This design comes from an exercise in tuning for small area on the open sky130 flow, not from production work. Function was checked by simulation only, so behaviour that the tests miss may differ from the original. Power and IR drop assume default switching activity.

$ cat design/flow/run.sh
#!/bin/bash
# synth_recipe.tcl (not shown) runs the flow's synth.tcl, then flattens the netlist and writes it again
# the make line also repeats each setting of config.mk as NAME=value (left out here)
make -C /OpenROAD-flow-scripts/flow DESIGN_CONFIG=/design/flow/config.mk WORK_HOME=/design/flow/orfs CLKGATE_MAP_FILE= SYNTH_SCRIPT=/design/flow/synth_recipe.tcl finish
$ cat design/flow/config.mk
export PLATFORM = sky130hd
export DESIGN_NAME = uniloader_jtag
export DESIGN_NICKNAME = uniloader_jtag
export VERILOG_FILES = /design/flow/design.v
export SDC_FILE = /design/flow/constraint.sdc
export NUM_CORES = 4
export LEC_CHECK = 0
export ABC_AREA = 1
export CAP_MARGIN = 20
export CORE_MARGIN = 2
export CORE_UTILIZATION = 40
export CTS_BUF_LIST = sky130_fd_sc_hd__clkbuf_4
export CTS_CLUSTER_SIZE = 20
export PLACE_DENSITY = 0.6
export SLEW_MARGIN = 20
$ cat design/flow/constraint.sdc
create_clock -name core_clock -period 8.0 [get_ports {clk}]
set_input_delay 1.6000 -clock core_clock [delete_from_list [all_inputs] [get_ports {clk}]]
set_output_delay 1.6000 -clock core_clock [all_outputs]
set_load 0.01 [all_outputs]
$ cat design/flow/design.v
module uniloader_jtag (
    input  wire        clk,
    input  wire        rst,
    input  wire        req_valid,
    input  wire [23:0] req_word,
    output wire        req_ready,
    output reg         rsp_valid,
    output wire        rsp_err,
    output wire [31:0] rsp_data,
    output reg  [3:0]  tap_state,
    output reg         tap_known,
    output reg         tck,
    output reg         tms,
    output reg         tdi,
    input  wire        tdo
);
    localparam S_RESET = 4'h0, S_IDLE  = 4'h1, S_SELDR = 4'h2, S_CAPDR = 4'h3,
               S_SHDR  = 4'h4, S_EX1DR = 4'h5, S_PADR  = 4'h6, S_EX2DR = 4'h7,
               S_UPDR  = 4'h8, S_SELIR = 4'h9, S_CAPIR = 4'hA, S_SHIR  = 4'hB,
               S_EX1IR = 4'hC, S_PAIR  = 4'hD, S_EX2IR = 4'hE, S_UPIR  = 4'hF;
    localparam OP_RESET = 4'h0, OP_SET = 4'h1, OP_BITS = 4'h2, OP_RUN = 4'h3,
               OP_SHIR = 4'h4, OP_SHDR = 4'h5, OP_TOGGLE = 4'h6,
               OP_GETID = 4'h8, OP_INIT = 4'h9, OP_SEND = 4'hA, OP_FINISH = 4'hB,
               OP_REFUSED = 4'hF;
    localparam M_END = 4'd0, M_RST5 = 4'd1, M_INSN = 4'd2, M_DR32 = 4'd3,
               M_DR95 = 4'd4, M_RUNK = 4'd5, M_USER = 4'd6, M_SET = 4'd7,
               M_TOGGLE = 4'd8, M_RUN = 4'd9, M_GHOST = 4'd10;
    reg        busy;
    reg [3:0]  op;
    reg        f0, f1;
    reg [2:0]  m;
    reg [1:0]  ph;
    reg        pdone;
    reg [4:0]  s;
    reg [3:0]  nr;
    reg [31:0] q;
    assign req_ready = !busy;
    assign rsp_err   = (op == OP_REFUSED);
    assign rsp_data  = q;
    wire [3:0] w_op  = req_word[23:20];
    wire [3:0] w_n   = req_word[11:8];
    wire       w_f0  = req_word[16];
    wire [3:0] w_tgt = req_word[3:0];
    wire n_bad   = (w_n == 4'd0) || (w_n > 4'd8);
    wire in_shdr = tap_known && (tap_state == S_SHDR);
    wire in_shir = tap_known && (tap_state == S_SHIR);
    reg  reachable;
    reg  w_match;
    reg  w_refuse;
    always @* begin
        case (w_tgt)
            S_RESET: reachable = (tap_state == S_RESET);
            S_EX2DR: reachable = (tap_state == S_EX2DR) || (tap_state == S_PADR);
            S_EX2IR: reachable = (tap_state == S_EX2IR) || (tap_state == S_PAIR);
            default: reachable = 1'b1;
        endcase
        case (w_op)
            OP_RESET, OP_GETID, OP_FINISH:
                           w_match = (req_word[19:0] == 20'd0);
            OP_SET:        w_match = (req_word[19:4] == 16'd0);
            OP_BITS:       w_match = (req_word[19:17] == 3'd0) && (req_word[15:12] == 4'd0);
            OP_RUN:        w_match = (req_word[19:16] == 4'd0);
            OP_SHIR,
            OP_SHDR:       w_match = (req_word[19:18] == 2'd0) && (req_word[15:12] == 4'd0);
            OP_INIT:       w_match = (req_word[19:17] == 3'd0) && (req_word[15:0] == 16'd0);
            OP_SEND:       w_match = (req_word[19:18] == 2'd0) && (req_word[15:8] == 8'd0);
            default:       w_match = 1'b0;
        endcase
        case (w_op)
            OP_SET:    w_refuse = !tap_known || !reachable;
            OP_BITS:   w_refuse = n_bad || !(in_shdr || in_shir);
            OP_RUN:    w_refuse = !(tap_known && (tap_state == S_IDLE));
            OP_SHIR:   w_refuse = n_bad || (w_f0 ? !tap_known : !in_shir);
            OP_SHDR:   w_refuse = n_bad || (w_f0 ? !tap_known : !in_shdr);
            OP_SEND:   w_refuse = w_f0 ? !tap_known : !in_shdr;
            OP_FINISH: w_refuse = !tap_known;
            default:   w_refuse = 1'b0;
        endcase
        if (!w_match)
            w_refuse = 1'b1;
    end
    wire w_toggle = (tap_state == w_tgt) && ((w_tgt == S_PADR) || (w_tgt == S_PAIR));
    wire [3:0] w_opi = w_refuse ? OP_REFUSED :
                       ((w_op == OP_SET) && w_toggle) ? OP_TOGGLE : w_op;
    reg [3:0] mk;
    always @* begin
        mk = M_END;
        case (op)
            OP_RESET:  if (m == 3'd0) mk = M_RST5;
            OP_SET:    if (m == 3'd0) mk = M_SET;
            OP_TOGGLE: if (m == 3'd0) mk = M_TOGGLE;
            OP_BITS, OP_SHIR, OP_SHDR, OP_SEND:
                       if (m == 3'd0) mk = M_USER;
            OP_RUN:    if (m == 3'd0) mk = M_RUN; else if (m == 3'd1) mk = M_GHOST;
            OP_GETID:  case (m)
                           3'd0: mk = M_RST5;
                           3'd1: mk = M_INSN;
                           3'd2: mk = M_DR32;
                           default: mk = M_END;
                       endcase
            OP_INIT:   case (m)
                           3'd0: mk = M_RST5;
                           3'd1: mk = M_INSN;
                           3'd2: mk = f0 ? M_INSN : M_END;
                           3'd3: mk = M_RUNK;
                           3'd4: mk = M_INSN;
                           3'd5: mk = M_DR95;
                           3'd6: mk = M_INSN;
                           default: mk = M_END;
                       endcase
            OP_FINISH: case (m)
                           3'd0: mk = M_INSN;
                           3'd1: mk = M_DR32;
                           3'd2: mk = M_RUNK;
                           default: mk = M_END;
                       endcase
            OP_REFUSED: if (m == 3'd0) mk = M_GHOST;
            default:   mk = M_END;
        endcase
    end
    reg        ld_en;
    reg [15:0] ld_val;
    always @* begin
        ld_en  = 1'b0;
        ld_val = 16'd0;
        case (mk)
            M_INSN: begin
                ld_en = 1'b1;
                if (op == OP_GETID)      ld_val = 16'h0009;       
                else if (op == OP_FINISH) ld_val = 16'h000C;      
                else if (m == 3'd1)      ld_val = 16'h000B;       
                else                     ld_val = 16'h0005;       
            end
            M_DR95: begin ld_en = 1'b1; ld_val = 16'd94; end
            M_RUNK: begin ld_en = 1'b1; ld_val = (op == OP_FINISH) ? 16'd100 : 16'd14000; end
            default: ;
        endcase
    end
    wire       x_ir = (op == OP_SHIR);
    reg        nav_en;
    reg [3:0]  nav_tgt;
    always @* begin
        nav_en  = 1'b0;
        nav_tgt = S_IDLE;
        if (ph == 2'd1) begin
            case (mk)
                M_INSN: begin nav_en = 1'b1; nav_tgt = S_SHIR; end
                M_DR32, M_DR95: begin nav_en = 1'b1; nav_tgt = S_SHDR; end
                M_USER: begin nav_en = (op != OP_BITS); nav_tgt = x_ir ? S_SHIR : S_SHDR; end
                M_SET:  begin nav_en = 1'b1; nav_tgt = q[3:0]; end
                default: ;
            endcase
        end else begin
            case (mk)
                M_INSN, M_DR32, M_DR95: nav_en = 1'b1;
                M_USER: nav_en = f1 && (op != OP_BITS);
                default: ;
            endcase
        end
    end
    wire       b_run  = (mk == M_DR95) || (mk == M_RUNK) || (mk == M_RUN);
    wire       b_ghost = (mk == M_SET) || (mk == M_GHOST);
    wire       b_tms1 = (mk == M_RST5) || (mk == M_TOGGLE);
    wire       b_tdi  = (mk == M_INSN) || (mk == M_DR32) || (mk == M_USER);
    wire       b_cap  = ((mk == M_DR32) && (op == OP_GETID)) ||
                        ((mk == M_USER) && (op != OP_SEND));
    wire       b_adv  = (op == OP_BITS) ? f0 : ((mk != M_USER) || f1);
    reg  [3:0] b_n;     
    always @* begin
        case (mk)
            M_RST5:   b_n = 4'd5;
            M_TOGGLE: b_n = 4'd1;
            M_INSN:   b_n = 4'd6;
            M_USER:   b_n = (op == OP_SEND) ? 4'd8 : nr;
            default:  b_n = 4'd0;
        endcase
    end
    wire [4:0] s_inc = s + 5'd1;
    wire       last  = (s_inc == {1'b0, b_n});
    wire tgt_ir = nav_tgt[3] & (nav_tgt != S_UPDR);
    reg  nav_tms;
    always @* begin
        case (tap_state)
            S_RESET:        nav_tms = 1'b0;
            S_SELDR:        nav_tms = tgt_ir;
            S_CAPDR, S_EX2DR: nav_tms = (nav_tgt != S_SHDR);
            S_EX1DR:        nav_tms = (nav_tgt != S_PADR);
            S_UPDR, S_UPIR: nav_tms = (nav_tgt != S_IDLE);
            S_SELIR:        nav_tms = 1'b0;
            S_CAPIR, S_EX2IR: nav_tms = (nav_tgt != S_SHIR);
            S_EX1IR:        nav_tms = (nav_tgt != S_PAIR);
            default:        nav_tms = 1'b1;    
        endcase
    end
    reg [3:0] std_next;
    always @* begin
        case (tap_state)
            S_RESET: std_next = tms ? S_RESET : S_IDLE;
            S_IDLE:  std_next = tms ? S_SELDR : S_IDLE;
            S_SELDR: std_next = tms ? S_SELIR : S_CAPDR;
            S_CAPDR: std_next = tms ? S_EX1DR : S_SHDR;
            S_SHDR:  std_next = tms ? S_EX1DR : S_SHDR;
            S_EX1DR: std_next = tms ? S_UPDR  : S_PADR;
            S_PADR:  std_next = tms ? S_EX2DR : S_PADR;
            S_EX2DR: std_next = tms ? S_UPDR  : S_SHDR;
            S_UPDR:  std_next = tms ? S_SELDR : S_IDLE;
            S_SELIR: std_next = tms ? S_RESET : S_CAPIR;
            S_CAPIR: std_next = tms ? S_EX1IR : S_SHIR;
            S_SHIR:  std_next = tms ? S_EX1IR : S_SHIR;
            S_EX1IR: std_next = tms ? S_UPIR  : S_PAIR;
            S_PAIR:  std_next = tms ? S_EX2IR : S_PAIR;
            S_EX2IR: std_next = tms ? S_UPIR  : S_SHIR;
            default: std_next = tms ? S_SELDR : S_IDLE;
        endcase
    end
    wire q_zero = (q[15:0] == 16'd0);
    always @(posedge clk) begin
        rsp_valid <= 1'b0;
        if (rst) begin
            busy      <= 1'b0;
            tck       <= 1'b1;
            tap_known <= 1'b0;
            tap_state <= S_RESET;
            pdone     <= 1'b0;
            s         <= 5'd0;
        end else if (!busy) begin
            if (req_valid) begin
                busy     <= 1'b1;
                op       <= w_opi;
                f0       <= req_word[16];
                f1       <= req_word[17];
                nr       <= w_n;
                q[15:0]  <= req_word[15:0];
                m        <= 3'd0;
                ph       <= 2'd0;
                if (!w_refuse && ((w_op == OP_RESET) || (w_op == OP_GETID) || (w_op == OP_INIT)))
                    tap_known <= 1'b1;
            end
        end else if (!tck) begin
            tck       <= 1'b1;
            tap_state <= std_next;
            if (ph == 2'd2) begin
                if (b_run) begin
                    q[15:0] <= q[15:0] - 16'd1;
                end else begin
                    q <= {tdo & b_cap, q[31:1]};
                    s <= s_inc;
                    if (last) pdone <= 1'b1;
                end
            end
        end else if (mk == M_END) begin
            rsp_valid <= 1'b1;
            busy      <= 1'b0;
        end else begin
            case (ph)
                2'd0: begin
                    if (ld_en) q[15:0] <= ld_val;
                    ph <= 2'd1;
                end
                2'd2: begin
                    if (b_run) begin
                        if (!q_zero) begin
                            tck <= 1'b0;
                            tms <= 1'b0;
                        end else begin
                            ph <= 2'd3;
                        end
                    end else if (!pdone && !b_ghost) begin
                        tck <= 1'b0;
                        tms <= b_tms1 | (b_adv & last);
                        if (b_tdi) tdi <= q[0];
                    end else if (pdone && (s == 5'd0)) begin
                        pdone <= 1'b0;
                        ph    <= 2'd3;
                    end else begin
                        q <= {1'b0, q[31:1]};
                        s <= s_inc;
                        if (last) pdone <= 1'b1;
                    end
                end
                default: begin  
                    if (nav_en && (tap_state != nav_tgt)) begin
                        tck <= 1'b0;
                        tms <= nav_tms;
                    end else begin
                        ph <= ph + 2'd1;
                        if (ph == 2'd3) m <= m + 3'd1;
                    end
                end
            endcase
        end
    end
endmodule
==> impl_metrics.tcl, run 1 <==
set metrics [dict create \
    ys_types 52 \
    vias 4927 \
    dp_hpwl_um 11400 \
    peakVddDrop_uv 80.5 \
    multi_input_area_um2 2710 \
    first_global_vias 4537 \
    synth-seq-area-share 0.355 \
    swShare 0.305 \
    cts_hold_buf 0 \
    skew_ps 15.6 \
    tightest_slew_ps 711 \
    setup_tns_ps 0 \
    fin_crit_sh 0.510 \
    cts_setup_buffers 0 \
    drive_above_1_share 0.0871 \
    rows 40 \
    startpoint_type "register" \
    synthArstFlopShare 0 \
    grt_max_degree 26 \
    yosys_most_used_dff "edfxtp_1" \
    cts.repair.resized 0 \
    drtIter0Drc 368 \
    grt_pass1_wl_um 23700 \
    yosys_warnings 1 \
    dp.cells 889 \
    numCtsBuffers 9 \
    synth-seq-cells 63 \
    core_area_um2 12000 \
    crit_required_ps 8140 \
    start_util 0.411 \
    final_common_cell "nand2_1" \
    antenna_found_initial 0 \
    leakage_nw 2.53 \
    clock.fmax_ghz 0.245 \
    period_needed_ps 4080 \
    synth_area_leader_cell "edfxtp_1" \
    die_x_um 115 \
    firstDrtPassIters 5 \
    final_util 0.491 \
    finalHoldViolations 0 \
    synthTopCellsByArea "edfxtp_1 30%, nand2_1 11%, inv_1 6.8%" \
    rsz0062_at_grt "false" \
    die_y_um 115 \
    clk_pin_slew_ps 120 \
    drv_cap 0 \
    clkSinkCount 63 \
    synth_edf_count 49 \
    post_drt_wl_per_cell_um 16.4 \
    io_pins 71 \
    synth_top_area_share 0.298 \
    seq_power_share 0.513 \
    num-fill-cells 1209 \
    final_cell_mix "140 x nand2_1, 90 x inv_1, 76 x nor2_1" \
    clock_latency_ps 440 \
    drc 0 \
    fin_cells 905 \
    cellPowerDensity_nw_per_um2 125 \
    grt_overflow 0 \
    die-area_um2 13200 \
    drv_slew 0 \
    wl_um 14900 \
    end_kind "register" \
    postSynthCellCount 685 \
    numPortBuffers 70 \
    n_antenna_cell 0 \
    viasPerCell 5.44 \
    register_area_um2 1750 \
    synth.cell_area_um2 4930 \
    gp_congestion 0.925 \
    p_clk_frac 0.301 \
    hold_path.class "register to register" \
    tritoncts "built" \
    clock_path_buffers 2 \
    slew_headroom 0.522 \
    grt.total_usage 0.231 \
    cts-htree-levels 3 \
    syn2layout_area_growth_pct 19.7 \
    synthesis.nets 725 \
    synth_area_per_cell_um2 7.20 \
    worstPathMaxFanout 25 \
    cellInternalPower_uw 514 \
    combPwrFrac 0.186 \
    critPathKind "register to register" \
    status "finished clean" \
    switching_power_uw 226 \
    cts_root_buf "clkbuf_4" \
    cp.arrival_ps 4220 \
    setup_violations 0 \
    ant_nets 0 \
    finalNetCount 793 \
]
synth_stat cells (2+ instances only):
| cell | number |
|---|---|
| nand2_1 | 140 |
| inv_1 | 90 |
| nor2_1 | 76 |
| edfxtp_1 | 49 |
| o21ai_0 | 46 |
| nand3_1 | 40 |
| a21oi_1 | 36 |
| nor3_1 | 17 |
| nand4_1 | 16 |
| clkbuf_1 | 14 |
| dfxtp_1 | 14 |
| inv_2 | 13 |
| xor2_1 | 13 |
| ha_1 | 12 |
| a31oi_1 | 10 |
| o21ai_1 | 8 |
| xnor2_1 | 8 |
| nand2_2 | 7 |
| o221ai_1 | 7 |
| a22oi_1 | 6 |
| o211ai_1 | 6 |
| nor2_2 | 5 |
| nor4_1 | 5 |
| a211oi_1 | 4 |
| nand2_4 | 4 |
| nand3_2 | 4 |
| nor2_4 | 3 |
| a2111oi_0 | 2 |
| a21oi_2 | 2 |
| a221oi_1 | 2 |
| buf_6 | 2 |
| o22ai_1 | 2 |
| o31ai_1 | 2 |
| or2_2 | 2 |
per-stage QoR:
stage | setup WS [ps] | total power, mW | cell area (um2) | hold slack [ps]
2_1_floorplan | 4510 | 0.463 | 4930 | 439
3_3_place_gp | 3790 | 0.522 | 5760 | 429
4_1_cts | 3940 | 0.743 | 5900 | 461
6_report | 3920 | 0.739 | 5900 | 456
3_5_place_dp | 3770 | 0.522 | 5770 | 436
5_1_grt | 3460 | 0.775 | 5900 | 458
path summary, 6_finish.rpt:
check / slack (ps) / startpoint / depth (start not counted) / endpoint
min: 460 / q[27] / 0 / q[26]
max: 3920 / m[0] / 17 / q[30]
max reg2reg: 3920 / m[0] / 17 / q[30]
min reg2reg: 460 / q[27] / 0 / q[26]
final cells by class:
class,instances,area share
Clock buffer,9,0.0114
Clock inverter,7,0.0108
Inverter,103,0.0655
Multi-Input combinational cell,501,0.459
Sequential cell,63,0.297
Tap cell,147,0.0312
Timing Repair Buffer,75,0.125
power groups by stage:
stage	clock network (mW)	logic, mW	registers (mW)
finish	0.223	0.137	0.379
floorplan	0	0.0764	0.387
CTS	0.228	0.136	0.379
global route	0.243	0.151	0.381
global placement	0	0.136	0.387
detailed placement	0	0.135	0.387
registers in the layout, indices dropped and copies added (netlist names), 2 cells and up:
name       cells
m              3
q             32
s              5
op             4
ph             2
nr             4
tap_state      4
critical path, stage by stage, from the launching register on:
cell	delay (ps)
edfxtp_1	480
inv_1	120
ha_1	250
nand2_4	90
nor2_1	140
nand2_1	60
nand2_1	110
inv_1	70
nand3_2	210
nor2_2	90
nand2_2	110
nand2_2	80
a21oi_4	490
inv_2	260
nor3_4	300
o21ai_2	140
nor2_1	450
buf_4	290
kinds of logic (layout without fill, tap and decap cells):
| logic type | count (synthesis) | after routing | synth area share |
|---|---|---|---|
| AO/OA/AOI/OAI | 141 | 141 | 0.172 |
| XOR/XNOR | 21 | 21 | 0.0373 |
| adder cells (fa/ha/maj) | 12 | 12 | 0.0304 |
| buffers and inverters | 121 | 194 | 0.0954 |
| flip-flops | 63 | 63 | 0.355 |
| multiplexers | 1 | 1 | 0.00203 |
| AND/OR/NAND/NOR | 326 | 326 | 0.308 |
routing by layer:
metal | GRT usage | share of wire | vias to the layer above
met4 | 0.0570 | 0.0099 | 0
met1 | 0.347 | 0.49 | 2265
met2 | 0.336 | 0.43 | 185
met3 | 0.0532 | 0.066 | 11
met5 | 0 | 0 | -
li1 | - | - | 2466
==> run 2: changes to the inputs <==
--- a/design/flow/config.mk
+++ b/design/flow/config.mk
@@ -6,10 +6,7 @@
 export NUM_CORES = 4
 export LEC_CHECK = 0
-export ABC_AREA = 1
 export CAP_MARGIN = 20
 export CORE_MARGIN = 2
 export CORE_UTILIZATION = 40
-export CTS_BUF_LIST = sky130_fd_sc_hd__clkbuf_4
-export CTS_CLUSTER_SIZE = 20
 export PLACE_DENSITY = 0.6
 export SLEW_MARGIN = 20
==> run 2 against run 1 <==
Final cell count shrank 5.7%; clock skew shrank 7.8 ps; clock-buffer cell count is the same; die area grew 7.4%; critical endpoint is now op[1]; sequential power grew 2%; cell area grew 9.5%; setup slack lost 45 ps; largest cell class unchanged; still clean on timing, DRC and antenna.
==> impl_metrics.tcl, run 2 <==
set metrics [dict create \
    hold_path.class "register to register" \
    post_drt_wl_per_cell_um 19.8 \
    synth-seq-cells 63 \
    num-fill-cells 1228 \
    skew_ps 7.74 \
    switching_power_uw 254 \
    grt.total_usage 0.240 \
    syn2layout_area_growth_pct 21.7 \
    clk_pin_slew_ps 60 \
    synth_fa_ha_area_frac 0.0283 \
    setup_violations 0 \
    clock_latency_ps 340 \
    n_antenna_cell 0 \
    power_uw 983 \
    synthMuxAreaShare 0.00660 \
    die_x_um 119 \
    viasPerCell 6.18 \
    gp_congestion 0.926 \
    status "finished clean" \
    synth.cell_area_um2 5310 \
    tritoncts "built" \
    fin_cells 853 \
    crit_required_ps 8080 \
    synthesis.nets 664 \
    setup_tns_ps 0 \
    synthArstFlopShare 0 \
    rr_worst_depth 10 \
    synth_top_family_by_area "compound AO/OA/AOI/OAI gates" \
    dp.cells 837 \
    finalHoldViolations 0 \
    firstDrtPassIters 5 \
    cts-htree-levels 3 \
    cellPowerDensity_nw_per_um2 152 \
    critPathKind "input port to register" \
    r2r-end "q[31]" \
    largest_register_ffs 32 \
    end_kind "register" \
    numPortBuffers 70 \
    cp.arrival_ps 4210 \
    synth_area_per_cell_um2 8.51 \
    synthTopCellsByArea "edfxtp_1 28%, dfxtp_1 5.3%, nor2_1 4.8%" \
    swShare 0.259 \
    ant_nets 0 \
    largest_register "q" \
    io_pins 71 \
    yosys_most_used_dff "edfxtp_1" \
    die_y_um 119 \
    slew_headroom 0.399 \
    drtIter0Drc 414 \
    clkSinkCount 63 \
    startpoint_type "input port" \
    cts_hold_buf 0 \
    postSynthCellCount 624 \
    wl_um 16900 \
    clock.fmax_ghz 0.243 \
    peakVddDrop_uv 105 \
    leakage_nw 2.10 \
    yosys_warnings 1 \
    numCtsBuffers 9 \
    drv_slew 0 \
    fin_crit_sh 0.515 \
    combPwrFrac 0.139 \
    rows 42 \
    worstPathMaxFanout 8 \
    synth_compound_area_frac 0.292 \
    grt_pass1_wl_um 26700 \
    p_clk_frac 0.468 \
    antenna_found_initial 0 \
    cts.repair.resized 0 \
    grt_overflow 0 \
    grt_max_degree 39 \
    clock_path_buffers 2 \
    synth-seq-area-share 0.330 \
    rsz0062_at_grt "false" \
    drc 0 \
    synth_top_area_share 0.277 \
    critPathCapture "op[1]" \
    timing.rr.start "m[0]" \
    tightest_slew_ps 900 \
    drive_above_1_share 0.0916 \
    start_util 0.406 \
    rrSetupSlack_ps 3960 \
    period_needed_ps 4120 \
    seq_power_share 0.393 \
    crit_start "req_word[3]" \
    finalNetCount 712 \
    final_cell_mix "70 x clkdlybuf4s50_1, 66 x nor2_1, 49 x nand2_1, 49 x edfxtp_1, 44 x a21oi_1" \
    cts_root_buf "clkbuf_16" \
    first_global_vias 4898 \
    synthSimpleGateAreaFrac 0.244 \
    reg.largest.list "q (32), s (5)" \
    synth_edf_count 49 \
    vias 5272 \
    post-synth-top-count-cell "nor2_1" \
    dp_hpwl_um 12000 \
    cellInternalPower_uw 729 \
    netlist_top_cells_count "68 x nor2_1, 49 x edfxtp_1, 49 x nand2_1" \
    core_area_um2 13100 \
    synth_area_leader_cell "edfxtp_1" \
    drv_cap 0 \
    cts_setup_buffers 0 \
    synthXorXnorAreaFrac 0.0462 \
    die-area_um2 14200 \
    ys_types 96 \
    final_common_cell "clkdlybuf4s50_1" \
]
==> run 2: worst min-delay path by stage <==
stage | end | startpoint | cells after the start | slack [ps]
finish | q[22] | q[23] | 0 | 450
global route | q[21] | q[22] | 0 | 460
CTS | q[21] | q[22] | 0 | 450
detailed placement | q[22] | q[23] | 0 | 430
global placement | q[16] | q[17] | 0 | 440
floorplan | pdone | pdone | 2 | 460
==> run 2: area by class of cell <==
cell class / instances / area [um2] / area share
clock buffers: 9 / 225 / 0.0348
clock inverters: 7 / 120 / 0.0186
inverters: 28 / 105 / 0.0163
multi-input cells: 492 / 3280 / 0.508
flip-flops and latches: 63 / 1750 / 0.271
well taps: 176 / 220 / 0.0341
repair buffers: 78 / 761 / 0.118
==> run 2: stage by stage <==
stage,setup slack [ps],utilization,area (um2),hold WS [ps]
2_1_floorplan,4200,-,5310,464
3_3_place_gp,3640,0.468,6120,437
3_5_place_dp,3540,0.468,6120,431
4_1_cts,3910,0.494,6470,455
5_1_grt,3650,0.494,6470,463
6_report,3880,0.494,6470,449
==> run 2: worst max-delay path: stages <==
cell and delay (ps):
clkdlybuf4s50_1 560, or4_1 670, o31ai_1 290, a41oi_1 150, o31ai_1 230, a22o_1 180
o211ai_1 140, or3_1 390
==> run 2: power by group through the flow <==
stage / combinational (mW) / sequential [mW] / clock (mW)
after floorplan: 0.0799 / 0.386 / 0
after global placement: 0.133 / 0.393 / 0
after detailed placement: 0.134 / 0.393 / 0
after CTS: 0.135 / 0.386 / 0.466
after global routing: 0.148 / 0.388 / 0.478
final: 0.137 / 0.387 / 0.460
==> run 2: cell families after synthesis <==
| family | Yosys count |
|---|---|
| flip-flops | 63 |
| buffers and inverters | 69 |
| AO/OA/AOI/OAI | 207 |
| XOR/XNOR | 28 |
| multiplexers | 3 |
| AND/OR/NAND/NOR | 242 |
| adder cells (fa/ha/maj) | 12 |
==> run 2: metal layers <==
metal,GRT usage,wire [um]
met4,0.0997,626
met5,0,0
met2,0.371,7620
met1,0.317,7270
met3,0.0661,1350
==> run 3: changes to the inputs <==
--- a/design/flow/design.v
+++ b/design/flow/design.v
@@ -35,4 +35,6 @@
     reg [3:0]  nr;
     reg [31:0] q;
+    reg [1:0]  rsub;      
+    reg        bor;       
     assign req_ready = !busy;
     assign rsp_err   = (op == OP_REFUSED);
@@ -113,4 +115,5 @@
                            3'd1: mk = M_DR32;
                            3'd2: mk = M_RUNK;
+                           3'd3: mk = M_GHOST;
                            default: mk = M_END;
                        endcase
@@ -214,5 +217,9 @@
         endcase
     end
-    wire q_zero = (q[15:0] == 16'd0);
+    localparam R_ROT = 2'd0, R_PUL = 2'd1, R_FIN = 2'd2;
+    wire in_h    = !s[4] && (s[3] || (s[2] && (s[1] || s[0])));    
+    wire rot_din = q[0] ^ (in_h & bor);
+    wire bor_nx  = (s == 5'd0) | (bor & !(in_h & q[0]));
+    wire s_is_l  = (s == q[4:0]);
     always @(posedge clk) begin
         rsp_valid <= 1'b0;
@@ -224,4 +231,5 @@
             pdone     <= 1'b0;
             s         <= 5'd0;
+            rsub      <= R_ROT;
         end else if (!busy) begin
             if (req_valid) begin
@@ -241,9 +249,9 @@
             tap_state <= std_next;
             if (ph == 2'd2) begin
+                s <= s_inc;
                 if (b_run) begin
-                    q[15:0] <= q[15:0] - 16'd1;
+                    if (s == 5'd31) rsub <= R_ROT;
                 end else begin
                     q <= {tdo & b_cap, q[31:1]};
-                    s <= s_inc;
                     if (last) pdone <= 1'b1;
                 end
@@ -259,22 +267,42 @@
                 end
                 2'd2: begin
-                    if (b_run) begin
-                        if (!q_zero) begin
-                            tck <= 1'b0;
-                            tms <= 1'b0;
+                    if (pdone) begin
+                        if (s == 5'd0) begin
+                            pdone <= 1'b0;
+                            rsub  <= R_ROT;
+                            ph    <= 2'd3;
                         end else begin
-                            ph <= 2'd3;
+                            q <= {1'b0, q[31:1]};
+                            s <= s_inc;
                         end
-                    end else if (!pdone && !b_ghost) begin
-                        tck <= 1'b0;
-                        tms <= b_tms1 | (b_adv & last);
-                        if (b_tdi) tdi <= q[0];
-                    end else if (pdone && (s == 5'd0)) begin
-                        pdone <= 1'b0;
-                        ph    <= 2'd3;
-                    end else begin
+                    end else if (b_run) begin
+                        case (rsub)
+                            R_ROT: begin
+                                q   <= {rot_din, q[31:1]};
+                                s   <= s_inc;
+                                bor <= bor_nx;
+                                if (s == 5'd31) rsub <= bor ? R_FIN : R_PUL;
+                            end
+                            R_PUL: begin
+                                tck <= 1'b0;
+                                tms <= 1'b0;
+                            end
+                            default: begin
+                                if (s_is_l) begin
+                                    pdone <= 1'b1;
+                                end else begin
+                                    tck <= 1'b0;
+                                    tms <= 1'b0;
+                                end
+                            end
+                        endcase
+                    end else if (b_ghost) begin
                         q <= {1'b0, q[31:1]};
                         s <= s_inc;
                         if (last) pdone <= 1'b1;
+                    end else begin
+                        tck <= 1'b0;
+                        tms <= b_tms1 | (b_adv & last);
+                        if (b_tdi) tdi <= q[0];
                     end
                 end
--- a/design/flow/config.mk
+++ b/design/flow/config.mk
@@ -6,7 +6,10 @@
 export NUM_CORES = 4
 export LEC_CHECK = 0
+export ABC_AREA = 1
 export CAP_MARGIN = 20
 export CORE_MARGIN = 2
 export CORE_UTILIZATION = 40
+export CTS_BUF_LIST = sky130_fd_sc_hd__clkbuf_4
+export CTS_CLUSTER_SIZE = 20
 export PLACE_DENSITY = 0.6
 export SLEW_MARGIN = 20
==> run 3 against run 2 <==
Still clean; utilization is 0.78 points lower; sequential power is 2% higher; synthesized cell count is 8.3% higher; via count is 6.4% lower; setup slack worse by 300 ps; area after synthesis is 9.0% lower; hold slack better by 8.3 ps; register-to-register slack better by 460 ps; combinational power is 8% lower; non-clock buffer count is 6 lower; maximum frequency is 6.8% lower; global-route usage is 0.92 points lower; critical endpoint is now req_ready; largest power group is now registers.
==> impl_metrics.tcl, run 3 <==
set metrics [dict create \
    cts_root_buf "clkbuf_4" \
    drc 0 \
    clkSinkCount 66 \
    start_util 0.406 \
    tightest_slew_ps 828 \
    yosys_warnings 1 \
    clock_path_buffers 2 \
    period_needed_ps 4420 \
    worstPathMaxFanout 25 \
    clock_latency_ps 430 \
    reg.largest.list "q (32), s (5)" \
    cts_setup_buffers 0 \
    final_cell_mix "143 x nand2_1, 95 x inv_1, 84 x nor2_1" \
    die-area_um2 13000 \
    cts.repair.resized 0 \
    hold_path.class "register to register" \
    cts_hold_buf 0 \
    syn2layout_area_growth_pct 19.9 \
    drv_slew 0 \
    dp.cells 880 \
    final_util 0.486 \
    synthesis.nets 716 \
    synth_area_leader_cell "edfxtp_1" \
    drv_cap 0 \
    wl_um 14500 \
    cellPowerDensity_nw_per_um2 127 \
    core_area_um2 11900 \
    yosys_most_used_dff "edfxtp_1" \
    ant_nets 0 \
    finalNetCount 784 \
    grt_overflow 0 \
    synth.cell_area_um2 4830 \
    dp_slack_ps 4090 \
    synth-seq-cells 66 \
    numCtsBuffers 9 \
    startpoint_type "register" \
    grt_max_degree 26 \
    num-fill-cells 1211 \
    synthArstFlopShare 0 \
    first_global_vias 4785 \
    power_uw 738 \
    largest_register "q" \
    post-synth-top-count-cell "nand2_1" \
    rows 40 \
    setup_ws_ps 3580 \
    crit_required_ps 6400 \
    die_x_um 114 \
    io_pins 71 \
    synth_area_per_cell_um2 7.15 \
    status "finished clean" \
    synthTopCellsByArea "edfxtp_1 31%, nand2_1 11%, inv_1 7.4%" \
    postSynthCellCount 676 \
    hold-worst-slack_ps 457 \
    drive_above_1_share 0.0588 \
    largest_register_ffs 32 \
    fin_cells 895 \
    leakage_nw 2.48 \
    clk_pin_slew_ps 120 \
    skew_ps 16.1 \
    slew_headroom 0.446 \
    grt.total_usage 0.231 \
    synth_edf_count 50 \
    synth-seq-area-share 0.377 \
    ys_types 51 \
    firstDrtPassIters 5 \
    post_drt_wl_per_cell_um 16.2 \
    cp.arrival_ps 2820 \
    dp_hpwl_um 11500 \
    numPortBuffers 70 \
    end_kind "output pin" \
    tritoncts "built" \
    finalHoldViolations 0 \
    drtIter0Drc 466 \
    critPathKind "register to output pin" \
    synth_top_area_share 0.311 \
    fin_crit_sh 0.552 \
    n_antenna_cell 0 \
    grt_pass1_wl_um 23600 \
    setup_violations 0 \
    final_common_cell "nand2_1" \
    antenna_found_initial 0 \
    final_cell_area_um2 5790 \
    gp_congestion 0.906 \
    die_y_um 114 \
    peakVddDrop_uv 71.3 \
    place_area_um2 5670 \
    viasPerCell 5.52 \
    cts-htree-levels 3 \
    clock.fmax_ghz 0.226 \
    vias 4936 \
    netlist_top_cells_count "143 x nand2_1, 95 x inv_1, 84 x nor2_1" \
    rsz0062_at_grt "false" \
    setup_tns_ps 0 \
]
==> run 3: cell count changes after synthesis, sizes merged, moves of 15 or more <==
cell and delta:
nand2 +98, inv +76, nand3 +43, nor2 +22, clkbuf -18, a211oi -17, a31oi -15, nand4 +15
==> run 3: path summary, 6_finish.rpt <==
path	from	to	slack [ps]	cells after the start
hold reg to reg	q[31]	q[30]	460	0
setup reg to reg	m[0]	m[0]	4420	20
hold / removal	q[31]	q[30]	460	0
setup / recovery	busy	req_ready	3580	2
==> run 3: report_power, final <==
group          internal, mW  switching [mW]
sequential            0.382          0.0138
clock                0.0936           0.122
combinational        0.0508          0.0753
total                 0.526           0.212
==> run 3: layer usage <==
| metal | GRT usage | up-vias | routed length (um) |
|---|---|---|---|
| li1 | - | 2427 | - |
| met1 | 0.306 | 2277 | 6540 |
| met2 | 0.390 | 206 | 6790 |
| met3 | 0.0308 | 26 | 826 |
| met4 | 0.0813 | 0 | 314 |
| met5 | 0 | - | 0 |
==> run 3: critical path, stage by stage, from the launching register on <==
cell and delay (ps):
dfxtp_1 830, clkinv_1 850, clkdlybuf4s50_1 690
==> run 3: layout make-up <==
cell class              instances  area [um2]  share of cell area
inverters                     104         390              0.0674
flip-flops and latches         66        1820               0.314
well taps                     147         184              0.0317
clock buffers                  10        75.1              0.0130
repair buffers                 72         716               0.124
clock inverters                 5        46.3             0.00799
multi-input cells             491        2560               0.442
==> run 3: kinds of logic (layout without fill, tap and decap cells) <==
| logic type | after synthesis | count (layout) | synth area share |
|---|---|---|---|
| AOI/OAI and AO/OA | 115 | 115 | 0.140 |
| buffers and inverters | 119 | 191 | 0.0956 |
| DFF | 66 | 66 | 0.377 |
| xor gates and xnor gates | 14 | 14 | 0.0254 |
| and+or+nand+nor | 350 | 350 | 0.331 |
| adders and majority gates | 12 | 12 | 0.0311 |
==> run 4: changes to the inputs <==
==> design/flow/flow/run.sh (new file) <==
#!/bin/bash
# Own layout flow: the standard synthesis, then the combinational logic of
# its netlist re-mapped for area with a stronger ABC script (registers kept as
# they are, same cells and names), then the standard layout steps, with
# small port buffers and a clock tree without dummy loads.
set -euo pipefail
W=$PWD
R=$W/orfs/results/$FLOW_PLATFORM/uniloader_jtag/base
YOSYS=yosys
if [[ -x $FLOW_HOME/../tools/install/yosys/bin/yosys ]]; then YOSYS=$FLOW_HOME/../tools/install/yosys/bin/yosys; fi

# 1. standard synthesis
bash standard.sh synth > $W/1_synth.log 2>&1

# 2. area re-mapping of the combinational logic
cp $R/1_2_yosys.v $W/1_2_yosys_standard.v
LIB=$FLOW_HOME/platforms/$FLOW_PLATFORM/lib/sky130_fd_sc_hd__tt_025C_1v80.lib \
IN_V=$W/1_2_yosys_standard.v TOP=$FLOW_TOP ABC_SCRIPT=$W/flow/opt.abc \
OUT_V=$W/1_2_yosys_remap.v OUT_STAT=$W/remap_stat.txt \
  $YOSYS -c $W/flow/reabc.tcl > $W/2_remap.log 2>&1
cp $W/1_2_yosys_remap.v $R/1_2_yosys.v
touch $R/1_2_yosys.v

# 3. layout
export BUFFER_PORTS_ARGS="-buffer_cell sky130_fd_sc_hd__buf_1"
export CTS_ARGS="-sink_clustering_enable -repair_clock_nets -dont_use_dummy_load -buf_list sky130_fd_sc_hd__clkbuf_4 -sink_clustering_size 20"
bash standard.sh > $W/3_layout.log 2>&1
==> design/flow/flow/opt.abc (new file) <==
strash
&get -n
&deepsyn -T 60
&put
dch -f
map -a
mfs2
strash
dch -f
map -a
==> design/flow/flow/reabc.tcl (new file) <==
# Re-map the combinational logic of a mapped netlist with a stronger ABC script.
# Flip-flops (and tie cells) stay as they are, with their instance names.
yosys -import
set lib $::env(LIB)
read_liberty -ignore_miss_func -ignore_miss_dir $lib
read_verilog $::env(IN_V)
hierarchy -top $::env(TOP)
foreach m [split [exec sh -c "grep -o 'sky130_fd_sc_hd__\[a-z0-9_\]*' $::env(IN_V) | sort -u"] "\n"] {
  if {[regexp {df|dl|conb|tap|fill|decap} $m]} { catch {blackbox $m} }
}
flatten
opt_clean -purge
stat
abc -script $::env(ABC_SCRIPT) -liberty $lib -dont_use *lpflow* -dont_use *probe* -D 8000
opt_clean -purge
setundef -zero
splitnets
opt_clean -purge
hilomap -singleton -hicell sky130_fd_sc_hd__conb_1 HI -locell sky130_fd_sc_hd__conb_1 LO
insbuf -buf sky130_fd_sc_hd__buf_1 A X
tee -o $::env(OUT_STAT) stat -liberty $lib
write_verilog -noattr -noexpr -nohex -nodec $::env(OUT_V)
==> design/flow/standard.sh (new file) <==
#!/bin/bash
# synth_recipe.tcl (not shown) runs the flow's synth.tcl, then flattens the netlist and writes it again
# the make line also repeats each setting of config.mk as NAME=value (left out here)
make -C /OpenROAD-flow-scripts/flow DESIGN_CONFIG=/design/flow/config.mk WORK_HOME=/design/flow/orfs CLKGATE_MAP_FILE= SYNTH_SCRIPT=/design/flow/synth_recipe.tcl "${@:-finish}"
removed: design/flow/run.sh
==> run 4 against run 3 <==
Highest routed layer unchanged; die area is 19% lower; wire length is 19% lower; register-to-register slack worse by 330 ps; clock power is 28% lower; sequential share of layout area is 11 points higher; setup slack better by 510 ps; critical path depth is 16 higher; still clean on timing, DRC and antenna; first-iteration DRC count is 38% lower.
==> impl_metrics.tcl, run 4 <==
set metrics [dict create \
    status "finished clean" \
    num-fill-cells 958 \
    wl_um 11700 \
    period_needed_ps 3910 \
    crit_top_cell "clkinv_1" \
    critPathTopFamily "simple AND/OR/NAND/NOR gates" \
    synthesis.nets 532 \
    grt_overflow 0 \
    fin_crit_sh 0.489 \
    leakage_nw 1.34 \
    multi_input_area_um2 1660 \
    final_cell_mix "87 x nor2_1, 85 x clkinv_1, 70 x buf_1" \
    clock.fmax_ghz 0.256 \
    startpoint_type "register" \
    crit_buf_inv 6 \
    grt_max_degree 19 \
    cp_slowest_cell "o21a_1" \
    core_area_um2 9330 \
    met3WireLength_um 890 \
    vias 3837 \
    clock_latency_ps 410 \
    crit_required_ps 8030 \
    cts.repair.resized 0 \
    final_common_cell "nor2_1" \
    swShare 0.262 \
    syn2layout_area_growth_pct 11.0 \
    rows 35 \
    drv_cap 0 \
    clk_pin_slew_ps 110 \
    dp_hpwl_um 9300 \
    first_global_vias 3475 \
    skew_ps 35.0 \
    rsz0062_at_grt "false" \
    io_pins 71 \
    yosys_warnings 1 \
    peakVddDrop_uv 65.5 \
    finalNetCount 593 \
    cts-htree-levels 3 \
    largest_register_ffs 32 \
    antenna_found_initial 0 \
    max_stage_delay_ps 610 \
    critPathKind "register to register" \
    firstDrtPassIters 6 \
    p_clk_frac 0.257 \
    drc 0 \
    combPwrFrac 0.108 \
    die-area_um2 10500 \
    start_util 0.415 \
    end_kind "register" \
    ant_nets 0 \
    n_antenna_cell 0 \
    numPortBuffers 70 \
    drv_slew 0 \
    post_drt_wl_per_cell_um 16.9 \
    tritoncts "built" \
    grt_pass1_wl_um 17900 \
    numCtsBuffers 9 \
    cts_root_buf "clkbuf_4" \
    synth.cell_area_um2 3870 \
    cts_setup_buffers 0 \
    drtIter0Drc 291 \
    met1_length_um 5250 \
    gp_congestion 0.946 \
    final_util 0.461 \
    cellInternalPower_uw 449 \
    die_x_um 102 \
    slew_headroom 0.531 \
    setup_violations 0 \
    drive_above_1_share 0.0320 \
    hold_depth 0 \
    switching_power_uw 160 \
    tightest_slew_ps 703 \
    clock_path_buffers 2 \
    cts_hold_buf 0 \
    largest_register "q" \
    register_area_um2 1820 \
    seq_power_share 0.635 \
    viasPerCell 5.54 \
    clkSinkCount 66 \
    cp_cell_sequence "clkinv_1 -> nor2_1 -> clkinv_1 -> nor3_1 -> clkinv_1 -> nor2_1 -> clkinv_1 -> nor2_1 -> clkinv_1 -> nand2_1 -> nand2_1 -> nor3_1 -> nor2_1 -> nand2_1 -> nand3_1 -> nor3_2 -> buf_4 -> o21a_1" \
    highest_layer "met4" \
    setup_tns_ps 0 \
    reg.largest.list "q (32), s (5)" \
    rr_worst_depth 18 \
    grt.total_usage 0.228 \
    cellPowerDensity_nw_per_um2 142 \
    postSynthCellCount 504 \
    finalHoldViolations 0 \
    routed-wl-met2_um 5250 \
    die_y_um 102 \
    worstSetupPathDepth 18 \
    cp.arrival_ps 3950 \
    synth_area_per_cell_um2 7.68 \
    hold_path.class "register to register" \
    worstPathMaxFanout 17 \
]
-- run 4: path summary, 6_finish.rpt --
path,from,to,slack [ps]
min,q[24],q[23],440
max reg2reg,op[0],q[12],4090
max,op[0],q[12],4090
min reg2reg,q[24],q[23],440
-- run 4: metal layers --
| layer | vias to the layer above | track usage |
|---|---|---|
| li1 | 1852 | - |
| met3 | 23 | 0.0534 |
| met4 | 0 | 0.0913 |
| met5 | - | 0 |
| met2 | 178 | 0.352 |
| met1 | 1784 | 0.309 |
-- run 4: layout make-up --
| cell class | count | area share |
|---|---|---|
| Clock buffer | 9 | 0.0157 |
| Sequential cell | 66 | 0.424 |
| Timing Repair Buffer | 71 | 0.0629 |
| Inverter | 85 | 0.0742 |
| Multi-Input combinational cell | 332 | 0.386 |
| Tap cell | 129 | 0.0376 |
-- run 4: stage by stage --
stage | setup slack, ps | hold slack [ps] | power, mW | cells | cell area (um2)
finish | 4090 | 435 | 0.608 | 692 | 4300
floorplan | 3830 | 430 | 0.431 | 504 | 3870
global route | 3690 | 451 | 0.635 | 692 | 4300
CTS | 4150 | 441 | 0.615 | 692 | 4300
detailed placement | 4180 | 439 | 0.459 | 683 | 4230
global placement | 4210 | 434 | 0.459 | 683 | 4230
-- run 4: power groups by stage --
stage / Sequential [mW] / Combinational [mW] / Clock (mW)
4_1_cts: 0.386 / 0.0650 / 0.164
3_3_place_gp: 0.394 / 0.0652 / 0
5_1_grt: 0.387 / 0.0731 / 0.174
3_5_place_dp: 0.394 / 0.0644 / 0
2_1_floorplan: 0.390 / 0.0409 / 0
6_report: 0.386 / 0.0655 / 0.156
==> run 5: changes to the inputs <==
--- a/design/flow/design.v
+++ b/design/flow/design.v
@@ -181,19 +181,21 @@
     wire [4:0] s_inc = s + 5'd1;
     wire       last  = (s_inc == {1'b0, b_n});
-    wire tgt_ir = nav_tgt[3] & (nav_tgt != S_UPDR);
-    reg  nav_tms;
+    reg [3:0] nx0;
     always @* begin
         case (tap_state)
-            S_RESET:        nav_tms = 1'b0;
-            S_SELDR:        nav_tms = tgt_ir;
-            S_CAPDR, S_EX2DR: nav_tms = (nav_tgt != S_SHDR);
-            S_EX1DR:        nav_tms = (nav_tgt != S_PADR);
-            S_UPDR, S_UPIR: nav_tms = (nav_tgt != S_IDLE);
-            S_SELIR:        nav_tms = 1'b0;
-            S_CAPIR, S_EX2IR: nav_tms = (nav_tgt != S_SHIR);
-            S_EX1IR:        nav_tms = (nav_tgt != S_PAIR);
-            default:        nav_tms = 1'b1;    
+            S_RESET: nx0 = S_IDLE;
+            S_SELDR: nx0 = S_CAPDR;
+            S_CAPDR, S_EX2DR: nx0 = S_SHDR;
+            S_EX1DR: nx0 = S_PADR;
+            S_UPDR, S_UPIR: nx0 = S_IDLE;
+            S_SELIR: nx0 = S_CAPIR;
+            S_CAPIR, S_EX2IR: nx0 = S_SHIR;
+            S_EX1IR: nx0 = S_PAIR;
+            default: nx0 = tap_state;
         endcase
     end
+    wire tgt_ir  = nav_tgt[3] & (nav_tgt != S_UPDR);
+    wire nav_tms = !((nx0 == nav_tgt) || (tap_state == S_RESET) || (tap_state == S_SELIR) ||
+                     ((tap_state == S_SELDR) && !tgt_ir));
     reg [3:0] std_next;
     always @* begin
@@ -242,6 +244,4 @@
                 m        <= 3'd0;
                 ph       <= 2'd0;
-                if (!w_refuse && ((w_op == OP_RESET) || (w_op == OP_GETID) || (w_op == OP_INIT)))
-                    tap_known <= 1'b1;
             end
         end else if (!tck) begin
@@ -302,4 +302,5 @@
                         if (last) pdone <= 1'b1;
                     end else begin
+                        if (mk == M_RST5) tap_known <= 1'b1;
                         tck <= 1'b0;
                         tms <= b_tms1 | (b_adv & last);
==> design/flow/flow/opt.abc (replaced) <==
strash
&get -n
&deepsyn -T 60
&put
dch -f
map -a
mfs2
strash
dch -f
map -a
mfs2
strash
dch -f
map -a
==> run 5 against run 4 <==
Highest routed layer unchanged; maximum frequency down 24%; via count decreased by 3.0%; critical endpoint is now m[0]; total power increased by 3.8%; cell area down 2.1%; final cell count shrank 5.1%; sequential cell count stayed put; clock skew grew 2.5 ps; clock-buffer cell count did not move; synthesized cell count decreased by 4.2%; clock power grew 4%.
==> impl_metrics.tcl, run 5 <==
set metrics [dict create \
    setup_tns_ps 0 \
    vias 3722 \
    crit_buf_inv 7 \
    period_needed_ps 5120 \
    timing.rr.start "op[3]" \
    antenna_found_initial 0 \
    clock_latency_ps 420 \
    numPortBuffers 70 \
    critPathCapture "m[0]" \
    cts.repair.resized 0 \
    leakage_nw 1.34 \
    io_pins 71 \
    viasPerCell 5.67 \
    cellPowerDensity_nw_per_um2 150 \
    gp_congestion 0.927 \
    n_antenna_cell 0 \
    crit_start "op[3]" \
    final_cell_mix "93 x nor2_1, 73 x clkinv_1, 70 x buf_1" \
    worstPathMaxFanout 9 \
    die_y_um 101 \
    r2r-end "m[0]" \
    rows 35 \
    clkSinkCount 66 \
    p_clk_frac 0.259 \
    post_drt_wl_per_cell_um 17.3 \
    end_kind "register" \
    register_area_um2 1820 \
    drv_slew 0 \
    cts_setup_buffers 0 \
    cellInternalPower_uw 457 \
    min_from "q[28]" \
    grt.total_usage 0.228 \
    critPathKind "register to register" \
    drtIter0Drc 359 \
    yosys_warnings 1 \
    finalHoldViolations 0 \
    fin_crit_sh 0.639 \
    wl_um 11300 \
    rrSetupSlack_ps 2880 \
    synth.cell_area_um2 3780 \
    start_util 0.411 \
    dp_hpwl_um 8940 \
    ant_nets 0 \
    hold_path.class "register to register" \
    setup_violations 0 \
    die_x_um 101 \
    clock.fmax_ghz 0.195 \
    combPwrFrac 0.127 \
    grt_max_degree 17 \
    drive_above_1_share 0.0366 \
    syn2layout_area_growth_pct 11.3 \
    finalNetCount 576 \
    postSynthCellCount 483 \
    cts-htree-levels 3 \
    switching_power_uw 175 \
    clock_path_buffers 2 \
    cts_root_buf "clkbuf_4" \
    drc 0 \
    worstSetupPathDepth 27 \
    startpoint_type "register" \
    synthesis.nets 511 \
    cp_slowest_cell "edfxtp_1" \
    grt_overflow 0 \
    first_global_vias 3371 \
    swShare 0.276 \
    core_area_um2 9200 \
    die-area_um2 10200 \
    crit_top_cell "nor2_1" \
    multi_input_area_um2 1610 \
    crit_required_ps 8090 \
    power_uw 632 \
    rsz0062_at_grt "false" \
    slew_headroom 0.602 \
    synth_area_per_cell_um2 7.83 \
    grt_pass1_wl_um 17600 \
    drv_cap 0 \
    final_common_cell "nor2_1" \
    reg.largest.list "q (32), s (5)" \
    cts_hold_buf 0 \
    numCtsBuffers 9 \
    cp.arrival_ps 5210 \
    status "finished clean" \
    max_stage_delay_ps 520 \
    largest_register_ffs 32 \
    clk_pin_slew_ps 120 \
    critPathTopFamily "simple AND/OR/NAND/NOR gates" \
    num-fill-cells 981 \
    largest_register "q" \
    tightest_slew_ps 592 \
    firstDrtPassIters 5 \
    tritoncts "built" \
    peakVddDrop_uv 81.7 \
    skew_ps 37.5 \
    seq_power_share 0.614 \
    rr_worst_depth 27 \
]
## run 5: final cells by class
type,instances,share of cell area
tap,111,0.0330
sequential,66,0.433
clock buffer,9,0.0161
timing repair buffer,75,0.0714
multi-input combinational,323,0.382
inverter,73,0.0651
## run 5: worst min path at each step
stage                    to  slack, ps  cells after the start
floorplan           rsub[0]        450                      1
global placement      q[17]        430                      0
detailed placement    q[27]        430                      0
CTS                   q[27]        440                      0
global route          q[27]        460                      0
finish                q[27]        440                      0
## run 5: power by group through the flow
stage               sequential [mW]  combinational [mW]  clock (mW)
CTS                           0.388              0.0796       0.166
global route                  0.389              0.0894       0.180
global placement              0.396              0.0785           0
detailed placement            0.395              0.0795           0
floorplan                     0.394              0.0494           0
finish                        0.388              0.0803       0.163
## run 5: per-layer routing
metal	global-route usage	share of wire	wire length, um	up-vias
li1	-	-	-	1803
met1	0.312	0.45	5120	1732
met2	0.352	0.45	5070	165
met3	0.0587	0.079	894	22
met4	0.0790	0.022	251	0
met5	0	0	0	-
## run 5: stage by stage
| step | std cells | hold slack, ps | setup WS, ps | utilization | area (um2) |
|---|---|---|---|---|---|
| after global routing | 657 | 458 | 2250 | 0.458 | 4210 |
| after detailed placement | 648 | 432 | 2990 | 0.450 | 4140 |
| final | 657 | 436 | 2880 | 0.458 | 4210 |
| after global placement | 648 | 428 | 3050 | 0.450 | 4140 |
| after CTS | 657 | 437 | 2980 | 0.458 | 4210 |
| after floorplan | 483 | 449 | 3660 | - | 3780 |
==> run 6: changes to the inputs <==
--- a/design/flow/design.v
+++ b/design/flow/design.v
@@ -28,10 +28,10 @@
     reg        busy;
     reg [3:0]  op;
-    reg        f0, f1;
+    reg        f0;
+    wire       f1 = m[2];    
     reg [2:0]  m;
     reg [1:0]  ph;
     reg        pdone;
     reg [4:0]  s;
-    reg [3:0]  nr;
     reg [31:0] q;
     reg [1:0]  rsub;      
@@ -89,9 +89,9 @@
         mk = M_END;
         case (op)
-            OP_RESET:  if (m == 3'd0) mk = M_RST5;
-            OP_SET:    if (m == 3'd0) mk = M_SET;
-            OP_TOGGLE: if (m == 3'd0) mk = M_TOGGLE;
+            OP_RESET:  if (m[1:0] == 2'd0) mk = M_RST5;
+            OP_SET:    if (m[1:0] == 2'd0) mk = M_SET;
+            OP_TOGGLE: if (m[1:0] == 2'd0) mk = M_TOGGLE;
             OP_BITS, OP_SHIR, OP_SHDR, OP_SEND:
-                       if (m == 3'd0) mk = M_USER;
+                       if (m[1:0] == 2'd0) mk = M_USER;
             OP_RUN:    if (m == 3'd0) mk = M_RUN; else if (m == 3'd1) mk = M_GHOST;
             OP_GETID:  case (m)
@@ -118,5 +118,5 @@
                            default: mk = M_END;
                        endcase
-            OP_REFUSED: if (m == 3'd0) mk = M_GHOST;
+            OP_REFUSED: if (m[1:0] == 2'd0) mk = M_GHOST;
             default:   mk = M_END;
         endcase
@@ -175,5 +175,5 @@
             M_TOGGLE: b_n = 4'd1;
             M_INSN:   b_n = 4'd6;
-            M_USER:   b_n = (op == OP_SEND) ? 4'd8 : nr;
+            M_USER:   b_n = (op == OP_SEND) ? 4'd8 : {({rsub, bor} == 3'd0), rsub, bor};
             default:  b_n = 4'd0;
         endcase
@@ -239,8 +239,7 @@
                 op       <= w_opi;
                 f0       <= req_word[16];
-                f1       <= req_word[17];
-                nr       <= w_n;
+                {rsub, bor} <= req_word[10:8];    
                 q[15:0]  <= req_word[15:0];
-                m        <= 3'd0;
+                m        <= {req_word[17], 2'd0};
                 ph       <= 2'd0;
             end
@@ -264,4 +263,5 @@
                 2'd0: begin
                     if (ld_en) q[15:0] <= ld_val;
+                    if (b_run) rsub <= R_ROT;
                     ph <= 2'd1;
                 end
==> design/flow/flow/run.sh (replaced) <==
#!/bin/bash
# Own layout flow: the standard synthesis, then the combinational logic of
# its netlist re-mapped for area with a stronger ABC script (registers kept as
# they are, same cells and names; four runs with different seeds, the smallest
# kept), then the standard layout steps, with small port buffers and a
# clock tree without dummy loads.
set -euo pipefail
W=$PWD
R=$W/orfs/results/$FLOW_PLATFORM/uniloader_jtag/base
YOSYS=yosys
if [[ -x $FLOW_HOME/../tools/install/yosys/bin/yosys ]]; then YOSYS=$FLOW_HOME/../tools/install/yosys/bin/yosys; fi
LIB=$FLOW_HOME/platforms/$FLOW_PLATFORM/lib/sky130_fd_sc_hd__tt_025C_1v80.lib

# 1. standard synthesis
bash standard.sh synth > $W/1_synth.log 2>&1
cp $R/1_2_yosys.v $W/1_2_yosys_standard.v

# 2. area re-mapping of the combinational logic, four seeds in parallel
for S in 0 1 2 3; do
  sed "s/@SEED@/$S/" $W/flow/opt.abc.in > $W/opt_$S.abc
  LIB=$LIB IN_V=$W/1_2_yosys_standard.v TOP=$FLOW_TOP ABC_SCRIPT=$W/opt_$S.abc \
  OUT_V=$W/remap_$S.v OUT_STAT=$W/remap_stat_$S.txt \
    $YOSYS -c $W/flow/reabc.tcl > $W/2_remap_$S.log 2>&1 &
done
wait
best=""; besta=""
for S in 0 1 2 3; do
  a=$(grep "Chip area" $W/remap_stat_$S.txt | awk '{print $NF}' || true)
  [[ -n "$a" ]] || continue
  if [[ -z "$besta" ]] || awk "BEGIN{exit !($a < $besta)}"; then best=$S; besta=$a; fi
done
echo "remap areas: $(grep -h 'Chip area' $W/remap_stat_*.txt | awk '{print $NF}' | tr '\n' ' '); kept seed $best ($besta)" > $W/2_remap_choice.log
cp $W/remap_$best.v $R/1_2_yosys.v
touch $R/1_2_yosys.v

# 3. layout
export BUFFER_PORTS_ARGS="-buffer_cell sky130_fd_sc_hd__buf_1"
export CTS_ARGS="-sink_clustering_enable -repair_clock_nets -dont_use_dummy_load -buf_list sky130_fd_sc_hd__clkbuf_8 -sink_clustering_size 20"
bash standard.sh > $W/3_layout.log 2>&1
==> design/flow/flow/opt.abc.in (new file) <==
strash
&get -n
&deepsyn -T 60 -S @SEED@
&put
dch -f
map -a
mfs2
strash
dch -f
map -a
mfs2
strash
dch -f
map -a
removed: design/flow/flow/opt.abc
==> run 6 against run 5 <==
Cell area shrank 3.1%; highest routed layer unchanged; non-clock buffer count fell by 4; wire length up 4.1%; critical endpoint unchanged; sequential share of layout area decreased by 2.3 points; first-iteration DRC count fell by 24%; setup slack improved by 300 ps.
==> impl_metrics.tcl, run 6 <==
set metrics [dict create \
    status "finished clean" \
    worstPathMaxFanout 9 \
    cp.arrival_ps 4780 \
    core_area_um2 8760 \
    drv_cap 0 \
    peakVddDrop_uv 64.4 \
    grt.total_usage 0.240 \
    io_pins 71 \
    crit_required_ps 7970 \
    grt_pass1_wl_um 18000 \
    final_common_cell "clkinv_1" \
    startpoint_type "register" \
    syn2layout_area_growth_pct 12.5 \
    die-area_um2 9840 \
    tritoncts "built" \
    setup_tns_ps 0 \
    clkSinkCount 61 \
    cts-htree-levels 3 \
    firstDrtPassIters 7 \
    fin_crit_sh 0.602 \
    clk_pin_slew_ps 60 \
    viasPerCell 5.83 \
    largest_register "q" \
    drc 0 \
    synth.cell_area_um2 3620 \
    n_antenna_cell 0 \
    clock_latency_ps 350 \
    synthesis.nets 500 \
    r2r-end "m[0]" \
    timing.rr.start "op[1]" \
    drtIter0Drc 272 \
    ant_nets 0 \
    hold_path.class "register to register" \
    clock_path_buffers 2 \
    gp_congestion 0.994 \
    cts.repair.resized 0 \
    cellPowerDensity_nw_per_um2 166 \
    grt_max_degree 25 \
    die_y_um 99.2 \
    dp.cells 630 \
    fin_cells 639 \
    vias 3723 \
    hold_depth 0 \
    synth_area_per_cell_um2 7.68 \
    period_needed_ps 4820 \
    antenna_found_initial 0 \
    start_util 0.414 \
    skew_ps 19.2 \
    die_x_um 99.2 \
    grt_overflow 0 \
    end_kind "register" \
    cts_root_buf "clkbuf_8" \
    post_drt_wl_per_cell_um 18.5 \
    first_global_vias 3476 \
    critPathKind "register to register" \
    slew_headroom 0.485 \
    final_cell_mix "80 x clkinv_1, 70 x buf_1, 68 x nor2_1, 68 x nand2_1, 45 x edfxtp_1" \
    rows 34 \
    finalHoldViolations 0 \
    numCtsBuffers 9 \
    cts_setup_buffers 0 \
    postSynthCellCount 472 \
    rsz0062_at_grt "false" \
    yosys_warnings 1 \
    finalNetCount 561 \
    final_util 0.465 \
    cts_hold_buf 0 \
    min_from "q[28]" \
    dp_hpwl_um 9270 \
    min_to "q[27]" \
    tightest_slew_ps 772 \
    setup_violations 0 \
    rr_worst_depth 22 \
    drv_slew 0 \
    wl_um 11800 \
    largest_register_ffs 32 \
    reg.largest.list "q (32), s (5)" \
    drive_above_1_share 0.0301 \
    numPortBuffers 70 \
    leakage_nw 1.31 \
    rrSetupSlack_ps 3180 \
    clock.fmax_ghz 0.208 \
]
-- run 6: worst max path at each step --
| stage | cells past startpoint | slack [ps] | from | end |
|---|---|---|---|---|
| after floorplan | 20 | 3930 | op[1] | q[0] |
| after global placement | 20 | 3240 | op[1] | q[20] |
| after detailed placement | 22 | 3340 | op[1] | m[2] |
| after CTS | 22 | 3320 | op[1] | m[0] |
| after global routing | 23 | 2630 | op[1] | m[0] |
| final | 22 | 3180 | op[1] | m[0] |
-- run 6: layout make-up --
| type | count | area (um2) |
|---|---|---|
| Clock buffer | 9 | 124 |
| Fill cell | 901 | 4690 |
| Inverter | 80 | 300 |
| Multi-Input combinational cell | 310 | 1580 |
| Sequential cell | 61 | 1670 |
| Tap cell | 108 | 135 |
| Timing Repair Buffer | 71 | 270 |
-- run 6: per-stage QoR --
step	area (um2)	total power [mW]	hold WS, ps	worst slack, ps
floorplan	3620	0.433	462	3930
CTS	4080	0.681	447	3320
finish	4080	0.676	450	3180
global placement	3950	0.470	436	3240
detailed placement	3950	0.470	438	3340
global route	4080	0.707	460	2630
-- run 6: power by group --
part | total [mW] | switching, mW | internal, mW
registers | 0.369 | 0.0132 | 0.355
logic | 0.0960 | 0.0673 | 0.0288
clock network | 0.211 | 0.111 | 0.100
total | 0.676 | 0.192 | 0.484
-- run 6: worst max-delay path, cell delays in order, from the launching register on --
cell and delay [ps]:
edfxtp_1 510, clkinv_1 190, nand2_1 130, nand2_1 60, nor4_1 280, clkinv_1 190, nand2_1 100, nand2_1 120
a21oi_1 410, clkinv_1 280, a21oi_1 200, clkinv_1 90, a21oi_1 210, nand2_1 100, o21ai_0 170, nor2_1 110
nand2_1 120, clkinv_1 90, nor2_1 210, clkinv_1 140, nor2_1 150, nand3_1 110, nor3_1 480
-- run 6: routing by layer --
metal / vias to the layer above / global-route usage / share of wire
met5: - / 0 / 0
met4: 0 / 0.119 / 0.040
met3: 37 / 0.0429 / 0.081
met2: 186 / 0.365 / 0.45
met1: 1723 / 0.328 / 0.43
li1: 1777 / - / -
==> run 7: changes to the inputs <==
--- a/design/flow/flow/run.sh
+++ b/design/flow/flow/run.sh
@@ -36,4 +36,4 @@
 # 3. layout
 export BUFFER_PORTS_ARGS="-buffer_cell sky130_fd_sc_hd__buf_1"
-export CTS_ARGS="-sink_clustering_enable -repair_clock_nets -dont_use_dummy_load -buf_list sky130_fd_sc_hd__clkbuf_8 -sink_clustering_size 20"
+export CTS_ARGS="-sink_clustering_enable -repair_clock_nets -dont_use_dummy_load -buf_list sky130_fd_sc_hd__clkbuf_4 -sink_clustering_size 10 -sink_clustering_max_diameter 40"
 bash standard.sh > $W/3_layout.log 2>&1
==> run 7 against run 6 <==
Clock skew up 14 ps; register-to-register slack gained 30 ps; setup slack improved by 34 ps; wire length rose by 0.37%; clock-buffer cell count unchanged; cell area decreased by 1.4%; via count rose by 1.4%; sequential share of layout area up 0.57 points; die area unchanged; largest power group unchanged.
==> impl_metrics.tcl, run 7 <==
set metrics [dict create \
    synthesis.nets 500 \
    drive_above_1_share 0.0301 \
    clock_path_buffers 2 \
    critPathKind "register to register" \
    finalNetCount 561 \
    largest_register "q" \
    final_cell_mix "80 x clkinv_1, 70 x buf_1, 68 x nor2_1, 68 x nand2_1, 45 x edfxtp_1" \
    synth.cell_area_um2 3620 \
    clk_pin_slew_ps 120 \
    grt_max_degree 25 \
    yosys_warnings 1 \
    tritoncts "built" \
    drv_cap 0 \
    crit_required_ps 8030 \
    clock_latency_ps 420 \
    cts-htree-levels 3 \
    end_kind "register" \
    core_area_um2 8760 \
    fin_crit_sh 0.598 \
    gp_congestion 0.994 \
    setup_violations 0 \
    status "finished clean" \
    period_needed_ps 4780 \
    wl_um 11800 \
    hold_path.class "register to register" \
    final_common_cell "clkinv_1" \
    cts_setup_buffers 0 \
    cts_hold_buf 0 \
    rows 34 \
    io_pins 71 \
    setup_tns_ps 0 \
    clkSinkCount 61 \
    die_y_um 99.2 \
    n_antenna_cell 0 \
    grt.total_usage 0.240 \
    first_global_vias 3479 \
    drtIter0Drc 263 \
    post_drt_wl_per_cell_um 18.5 \
    cellPowerDensity_nw_per_um2 155 \
    startpoint_type "register" \
    slew_headroom 0.474 \
    cts.repair.resized 0 \
    cp.arrival_ps 4820 \
    dp_hpwl_um 9270 \
    reg.largest.list "q (32), s (5)" \
    drc 0 \
    ant_nets 0 \
    grt_pass1_wl_um 18100 \
    numCtsBuffers 9 \
    drv_slew 0 \
    leakage_nw 1.28 \
    antenna_found_initial 0 \
    firstDrtPassIters 5 \
    numPortBuffers 70 \
    setup_ws_ps 3220 \
    syn2layout_area_growth_pct 10.9 \
    synth_area_per_cell_um2 7.68 \
    postSynthCellCount 472 \
    grt_overflow 0 \
    tightest_slew_ps 788 \
    clock.fmax_ghz 0.209 \
    die-area_um2 9840 \
    rsz0062_at_grt "false" \
    finalHoldViolations 0 \
    peakVddDrop_uv 59.0 \
    start_util 0.414 \
    num-fill-cells 904 \
    largest_register_ffs 32 \
    vias 3776 \
    cts_root_buf "clkbuf_4" \
    skew_ps 33.5 \
    power_uw 623 \
    viasPerCell 5.91 \
    worstPathMaxFanout 9 \
    die_x_um 99.2 \
    dp_slack_ps 3340 \
]
## run 7: cell count changes in the layout (fill, tap and decap cells not counted)
| cell | previous run | this run |
|---|---|---|
| clkbuf_4 | 0 | 9 |
| clkbuf_8 | 9 | 0 |
## run 7: area by class of cell
class / instances / area (um2) / area share
flip-flops and latches: 61 / 1670 / 0.416
multi-input cells: 310 / 1580 / 0.392
inverters: 80 / 300 / 0.0747
repair buffers: 71 / 270 / 0.0672
well taps: 108 / 135 / 0.0336
clock buffers: 9 / 67.6 / 0.0168
## run 7: final timing paths
| path | from | to | slack (ps) | depth (start not counted) |
|---|---|---|---|---|
| max | op[1] | m[2] | 3220 | 22 |
| min | q[25] | q[24] | 450 | 0 |
| max reg2reg | op[1] | m[2] | 3220 | 22 |
| min reg2reg | q[25] | q[24] | 450 | 0 |
## run 7: report_power, final
part | leakage, nW | internal (mW) | switching [mW]
registers | 0.538 | 0.355 | 0.0136
logic | 0.704 | 0.0288 | 0.0675
clock network | 0.0414 | 0.0522 | 0.106
## run 7: layer usage
layer,GRT usage,part of all wire,vias to the layer above
met5,0,0,-
met4,0.120,0.040,0
met3,0.0372,0.076,38
met2,0.367,0.44,183
met1,0.332,0.44,1769
li1,-,-,1786
## run 7: metrics by stage
step / hold slack (ps) / util / cell area, um2 / cells
4_1_cts: 447 / 0.459 / 4020 / 639
6_report: 450 / 0.459 / 4020 / 639
3_5_place_dp: 438 / 0.451 / 3950 / 630
2_1_floorplan: 462 / - / 3620 / 472
5_1_grt: 456 / 0.459 / 4020 / 639
3_3_place_gp: 436 / 0.451 / 3950 / 630
## run 7: worst max-delay path, cell delays in order, from the launching register on
cell	delay, ps
edfxtp_1	530
clkinv_1	190
nand2_1	130
nand2_1	60
nor4_1	280
clkinv_1	190
nand2_1	100
nand2_1	110
a21oi_1	400
clkinv_1	280
a21oi_1	200
clkinv_1	90
a21oi_1	210
nand2_1	100
o21ai_0	160
nor2_1	110
nand2_1	110
clkinv_1	90
nor2_1	200
clkinv_1	140
nor2_1	150
nand3_1	110
nor3_1	480

==> what the ideal ports hide <==
In the flow no input, the clock included, has a driving cell. The finished layouts below were timed again as built, in two steps.
Step 1 assumes that a clkbuf_16 drives the clock port and a buf_2 every other input.
Step 2 times the ports against the registers' clock, not the clock port: input delays grow and output delays shrink by t, the midpoint of the rising clock arrivals with the driver on.
a / b / c = no drivers / after step 1 / after step 2; a / b = the first two.
| run | shift t [ns] | setup slack, ns | hold WS [ns] | worst setup path after step 2 |
|---|---|---|---|---|
| run 1 | 0.463 | 3.923 / 3.923 / 3.818 | 0.456 / 0.456 / 0.456 | input to register |
| run 2 | 0.382 | 3.879 / 3.896 / 3.515 | 0.449 / 0.449 / 0.449 | input to register |
| run 3 | 0.461 | 3.580 / 3.546 / 4.007 | 0.457 / 0.457 / 0.457 | register to output |
| run 4 | 0.421 | 4.087 / 4.087 / 4.087 | 0.435 / 0.435 / 0.435 | register to register |
| run 5 | 0.434 | 2.884 / 2.884 / 2.884 | 0.436 / 0.436 / 0.436 | register to register |
| run 6 | 0.370 | 3.185 / 3.185 / 3.185 | 0.450 / 0.450 / 0.450 | register to register |
| run 7 | 0.438 | 3.219 / 3.219 / 3.219 | 0.450 / 0.450 / 0.450 | register to register |
After both steps every run listed still meets setup and hold. The setup slack of run 2, which loses most, moves by +0.017 ns with the drivers and by -0.364 ns with both steps.
